This design comes from an exercise in tuning for small area and a short achievable clock period on the open sky130 flow, not from production work.
The RTL was checked by simulation tests, not by an equivalence proof against the original design.
Power figures rest on the tool's default switching activity, not on a simulated workload.

## oak
==> flow/design.v <==
module robbus_engine (
    input  wire         clk,
    input  wire         ev_valid,
    input  wire [9:0]   ev,
    input  wire [7:0]   store_rdata,
    input  wire [127:0] h_reply,
    output wire         tx_valid,
    output wire [7:0]   tx_data,
    output wire         store_we,
    output wire [7:0]   store_wdata,
    output wire         h_call,
    output wire [127:0] h_arg
);
    localparam [2:0] RX_IDLE   = 3'd0;
    localparam [2:0] RX_WADDR  = 3'd1;
    localparam [2:0] RX_WGMASK = 3'd2;
    localparam [2:0] RX_WLEN   = 3'd3;
    localparam [2:0] RX_WDATA  = 3'd4;
    localparam [2:0] RX_WCSUM  = 3'd5;
    localparam [2:0] TX_IDLE  = 3'b000;
    localparam [2:0] TX_START = 3'b100;
    localparam [2:0] TX_ADDR  = 3'b101;
    localparam [2:0] TX_LEN   = 3'b110;
    localparam [2:0] TX_DATA  = 3'b111;
    reg [7:0]   addr;
    reg [2:0]   rx_state;
    reg         rx_esc;
    reg         is_svc;
    reg         is_grp;
    reg [7:0]   rx_tgt;      
    reg [7:0]   rx_len;      
    reg [7:0]   rx_idx;
    reg         f_h;         
    reg         f_ca;        
    reg         f_sw;        
    reg         f_pr;        
    reg [511:0] bm;          
    reg [2:0]   tx_state;
    reg         tx_esc;
    reg [7:0]   tx_nsum;     
    reg [7:0]   tx_rem;      
    reg [6:0]   tx_nx;       
    reg         tx_svc;      
    reg [7:0]   tx_cur;      
    reg [7:0]   tx_out;      
    wire [7:0] buf0 = bm[7:0];
    wire [7:0] buf1 = bm[15:8];
    wire [7:0] buf2 = bm[23:16];
    wire [7:0] buf3 = bm[31:24];
    wire       ev_rx    = ev_valid & ~ev[9] & ~ev[8];
    wire       ev_tick  = ev_valid & ~ev[9] &  ev[8];
    wire       ev_reset = ev_valid &  ev[9] & ~ev[8];
    wire [7:0] b        = ev[7:0];
    wire       b_small  = (b[7:2] == 6'd0);
    wire       cls_esc  = ev_rx & ~rx_esc & b_small & (b[1:0] == 2'd0);
    wire       cls_mark = ev_rx & ~rx_esc & b_small & (b[1:0] != 2'd0);
    wire       cls_data = ev_rx & (rx_esc | ~b_small);
    wire [7:0] v        = rx_esc ? {b[7:2] - 6'd1, b[1:0]} : b;
    wire st_wlen  = (rx_state == RX_WLEN);
    wire st_wdata = (rx_state == RX_WDATA);
    wire st_wcsum = (rx_state == RX_WCSUM);
    wire       csum_eq  = ev_rx & (b == rx_tgt);
    wire h_wr      = csum_eq & f_h;                      
    wire svc_wr    = csum_eq & f_sw;
    wire do_prime  = csum_eq & f_pr;
    wire do_ca     = csum_eq & f_ca;
    assign h_call      = h_wr;
    assign store_we    = do_ca;
    assign store_wdata = buf1;
    assign h_arg       = bm[127:0];
    wire       rx_wr = cls_data & st_wdata & ~rx_idx[7] & ~rx_idx[6];
    wire [7:0] wbus  = {8{~ev[9]}} & (st_wdata ? v : 8'h10);
    genvar gk;
    generate
        for (gk = 0; gk < 64; gk = gk + 1) begin : g_buf
            wire en = ev_reset | (rx_wr & (rx_idx[5:0] == gk))
                    | ((gk < 16) ? h_wr : 1'b0)
                    | ((gk < 2) ? svc_wr : 1'b0);
            wire [7:0] d;
            if (gk < 16) begin : g_h
                assign d = h_wr ? h_reply[8*gk +: 8] : wbus;
            end else begin : g_n
                assign d = wbus;
            end
            always @(posedge clk)
                if (en) bm[8*gk +: 8] <= d;
        end
    endgenerate
    wire [7:0] tgt_sub  = rx_tgt - b;
    wire       ent_cs   = cls_data & ((st_wlen & (v == 8'h00))
                                    | (st_wdata & (rx_idx + 8'd1 == rx_len)));
    wire       stay_cs  = st_wcsum & ~ev_reset & ~cls_mark & ~cls_data;
    wire       n_ok     = ent_cs ? (tgt_sub[7:2] != 6'd0)
                                 : (cls_esc | rx_esc | (rx_tgt[7:2] != 6'd0));
    wire       n_cs     = (ent_cs | stay_cs) & n_ok;
    wire [7:0] nb0 = (rx_wr & (rx_idx[5:0] == 6'd0)) ? wbus : buf0;
    wire [7:0] nb1 = (rx_wr & (rx_idx[5:0] == 6'd1)) ? wbus : buf1;
    wire [7:0] nb2 = (rx_wr & (rx_idx[5:0] == 6'd2)) ? wbus : buf2;
    wire [7:0] nb3 = (rx_wr & (rx_idx[5:0] == 6'd3)) ? wbus : buf3;
    wire       n_echo = (nb0 == 8'h10);
    wire       n_desc = (nb0 == 8'h11);
    wire       n_ca   = (nb0 == 8'h12) & (nb2 == addr) & (nb3 == (addr ^ nb1));
    always @(posedge clk) begin
        f_h  <= n_cs & ~is_svc;
        f_ca <= n_cs & is_svc & n_ca;
        f_sw <= n_cs & is_svc & (n_desc | n_ca);
        f_pr <= n_cs & (is_svc ? (n_echo | n_desc | n_ca) : ~is_grp);
    end
    wire s_start = (tx_state == TX_START);
    wire s_addr  = (tx_state == TX_ADDR);
    wire s_len   = (tx_state == TX_LEN);
    wire s_data  = (tx_state == TX_DATA);
    wire       tx_more = (tx_rem != 8'd0);
    wire [7:0] x       = s_len ? tx_rem : (tx_more ? tx_cur : tx_nsum);
    wire       x_small = (x[7:2] == 6'd0);
    wire [7:0] x_p4    = {x[7:2] + 6'd1, x[1:0]};
    wire       x_done  = tx_esc | ~x_small;
    wire [7:0] rd_nx   = tx_nx[6] ? 8'h00 : bm[8*tx_nx[5:0] +: 8];
    wire       adv_len  = ev_tick & s_len & x_done;
    wire       adv_data = ev_tick & s_data & x_done & tx_more;
    wire [7:0] nsum_n   = tx_nsum - x;
    wire       more_n   = s_len ? tx_more : (tx_rem != 8'd1);
    wire [7:0] x_n      = more_n ? (s_len ? tx_cur : rd_nx) : nsum_n;
    wire [7:0] x_n_out  = (x_n[7:2] == 6'd0) ? 8'h00 : x_n;
    wire [3:0] h_sel    = tx_nx[3:0] - 4'd1;
    wire [7:0] h_at_tx  = h_reply[8*h_sel +: 8];
    wire       h_hit    = h_wr & ((tx_nx[6:4] == 3'd0) | (tx_nx == 7'd16));
    wire       rx_hit   = rx_wr & ({1'b0, rx_idx[5:0]} + 7'd1 == tx_nx);
    wire [7:0] cur_w    = h_hit ? h_at_tx : wbus;
    wire [7:0] cur_w_out = tx_esc ? {cur_w[7:2] + 6'd1, cur_w[1:0]}
                         : (cur_w[7:2] == 6'd0) ? 8'h00 : cur_w;
    assign tx_valid = ev_tick & tx_state[2];
    assign tx_data  = tx_out;
    always @(posedge clk) begin
        if (ev_reset) begin
            addr     <= store_rdata;
            rx_state <= RX_IDLE;
            rx_esc   <= 1'b0;
            tx_state <= TX_IDLE;
            tx_esc   <= 1'b0;
        end else if (ev_rx) begin
            rx_esc <= cls_esc;
            if (cls_esc)
                rx_tgt <= rx_tgt + 8'd4;
            if (cls_mark) begin
                rx_tgt   <= 8'h00;
                is_svc   <= (b[1:0] == 2'd1);
                is_grp   <= (b[1:0] == 2'd3);
                rx_state <= RX_WADDR;
            end else if (cls_data) begin
                rx_tgt <= rx_tgt - b;
                case (rx_state)
                    RX_WADDR: begin
                        rx_len <= v ^ addr;
                        if (v[7])
                            rx_state <= RX_IDLE;
                        else if (is_grp)
                            rx_state <= RX_WGMASK;
                        else if (v == addr)
                            rx_state <= RX_WLEN;
                        else
                            rx_state <= RX_IDLE;
                    end
                    RX_WGMASK: begin
                        if ((v & rx_len) == 8'h00)
                            rx_state <= RX_WLEN;
                        else
                            rx_state <= RX_IDLE;
                    end
                    RX_WLEN: begin
                        rx_len   <= v;
                        rx_idx   <= 8'h00;
                        rx_state <= (v == 8'h00) ? RX_WCSUM : RX_WDATA;
                    end
                    RX_WDATA: begin
                        rx_idx <= rx_idx + 8'd1;
                        if (rx_idx + 8'd1 == rx_len)
                            rx_state <= RX_WCSUM;
                    end
                    RX_WCSUM: begin
                        rx_state <= RX_IDLE;
                        if (do_ca)
                            addr <= buf1;
                        if (do_prime) begin
                            tx_svc   <= is_svc;
                            tx_rem   <= ~is_svc ? 8'd16 : f_sw ? 8'd2 : rx_len;
                            tx_nx    <= 7'd1;
                            tx_nsum  <= 8'h00;
                            tx_esc   <= 1'b0;
                            tx_state <= TX_START;
                        end
                    end
                    default: ;
                endcase
            end
        end else if (ev_tick) begin
            case (tx_state)
                TX_START: tx_state <= TX_ADDR;
                TX_ADDR: begin
                    tx_nsum  <= tx_nsum - (addr | 8'h80);
                    tx_state <= TX_LEN;
                end
                TX_LEN, TX_DATA: begin
                    tx_esc <= ~x_done;
                    if (x_done) begin
                        if (s_len | tx_more)
                            tx_nsum <= nsum_n;
                        if (s_len)
                            tx_state <= TX_DATA;
                        else if (tx_more) begin
                            tx_rem <= tx_rem - 8'd1;
                            if (~(tx_nx[6] & tx_nx[0]))
                                tx_nx <= tx_nx + 7'd1;
                        end else
                            tx_state <= TX_IDLE;
                    end
                end
                default: ;
            endcase
        end
    end
    always @(posedge clk) begin
        if (adv_data)
            tx_cur <= rd_nx;
        else if (do_prime)
            tx_cur <= h_wr ? h_reply[7:0] : svc_wr ? 8'h10 : buf0;
        else if (h_hit | rx_hit)
            tx_cur <= cur_w;
    end
    always @(posedge clk) begin
        if (ev_tick) begin
            if (s_start)
                tx_out <= addr | 8'h80;
            else if (s_addr)
                tx_out <= (tx_rem[7:2] == 6'd0) ? 8'h00 : tx_rem;
            else if (~x_done)
                tx_out <= x_p4;
            else if (adv_len | adv_data)
                tx_out <= x_n_out;
        end else if (do_prime)
            tx_out <= {6'd0, ~is_svc, is_svc};
        else if ((h_hit | rx_hit) & s_data & tx_more)
            tx_out <= cur_w_out;
    end
endmodule
Settings: LEC_CHECK=0, CAP_MARGIN=20, CORE_MARGIN=2, CORE_UTILIZATION=70, CTS_BUF_LIST=sky130_fd_sc_hd__clkbuf_4 sky130_fd_sc_hd__clkbuf_8, PLACE_DENSITY=0.8, SETUP_SLACK_MARGIN=2.6, SLEW_MARGIN=20; clock period 6.0 ns.
standard.sh (not shown) runs the stock make flow with config.mk's settings and CLKGATE_MAP_FILE= SYNTH_SCRIPT=/design/flow/synth_recipe.tcl, a recipe that flattens the netlist after the stock synthesis.
==> flow/flow/run.sh <==
#!/bin/bash
# The standard layout, with the port buffers made of the smallest buffer cell.
set -euo pipefail
export BUFFER_PORTS_ARGS="-buffer_cell sky130_fd_sc_hd__buf_1"
bash standard.sh > standard_flow.log 2>&1
oak finished all stages; the layout is clean.
Setup changes, oak to pine
-- flow/config.mk --
<<< oak, line 10
export CORE_UTILIZATION = 70
>>> pine, line 10
export CORE_UTILIZATION = 60
<<< oak, line 12
export PLACE_DENSITY = 0.8
export SETUP_SLACK_MARGIN = 2.6
>>> pine, line 12
export PLACE_DENSITY = 0.72
export SETUP_SLACK_MARGIN = 2.75
Findings:
pine finished end to end and its layout was clean on timing, DRC and antenna. oak → pine: ratio of final minimum period to clock period went down by 0.61 points, growth of design area from synthesis to finish saw an increase, required time of the critical path decreased 1.68 ns, depth of the critical timing path with buffers and inverters included shrank by 3. oak reports its endpoint of the worst setup timing path as tx_out[0] while pine reports store_we. Count of pins over their slew limit came out exactly the same in pine and oak.
#### Input delta (birch over pine)
-- flow/config.mk --
<<< pine, line 8
export CAP_MARGIN = 20
>>> birch, line 8
export CAP_MARGIN = 5
<<< pine, line 10
export CORE_UTILIZATION = 60
>>> birch, line 10
export CORE_UTILIZATION = 40
<<< pine, line 12
export PLACE_DENSITY = 0.72
export SETUP_SLACK_MARGIN = 2.75
export SLEW_MARGIN = 20
>>> birch, line 12
export SETUP_SLACK_MARGIN = 3.0
export SLEW_MARGIN = 5
==> summary.txt <==
The pin count of the biggest net entering global routing in pine is 1.15 times that in birch. Relative to pine, minimum setup slack after placement has decreased by 0.041 ns in birch. Comparing pine against birch, there is no change at all in total setup violations reported at the end of the flow. Diff pine -> birch | logic depth of the worst path, buffers included | decrease of 1. The detailed placement HPWL of birch was inferior to that of pine. Delta (birch minus pine): cell count after placement saw an increase, all-layer global routing usage saw a decrease, number of antenna diodes saw a decrease, net load switching power saw an increase.

[what the ideal ports hide]
The flow's constraints put no driver on any port. The routed layouts listed below were extracted and timed again, unchanged, in two steps. Step 1, drivers: a clkbuf_16 drives clk and a buf_2 each remaining input, both assumed. Step 2, shift: input delay + t, output delay - t, t = (earliest + latest rising clock arrival at the registers) / 2. This alone moves slack from input paths to output paths. a / b / c = ideal / step 1 / step 2; a / b = the first two.
| run | shift t [ns] | setup WS [ns] | worst hold slack (ns) | slew at the worst register clock pin (ns) |
|---|---|---|---|---|
| oak | 0.780 | 2.406 / 2.366 / 1.799 | 0.597 / 0.597 / 0.597 | 0.08 / 0.08 |
| pine | 0.756 | 2.443 / 2.341 / 1.796 | 0.621 / 0.621 / 0.621 | 0.07 / 0.07 |
| birch | 0.774 | 2.373 / 2.330 / 1.835 | 0.573 / 0.573 / 0.573 | 0.07 / 0.07 |
After both steps setup and hold are still met in every run listed. For pine, which loses most, drivers alone change the setup slack by -0.102 ns; drivers and shift together by -0.647 ns.
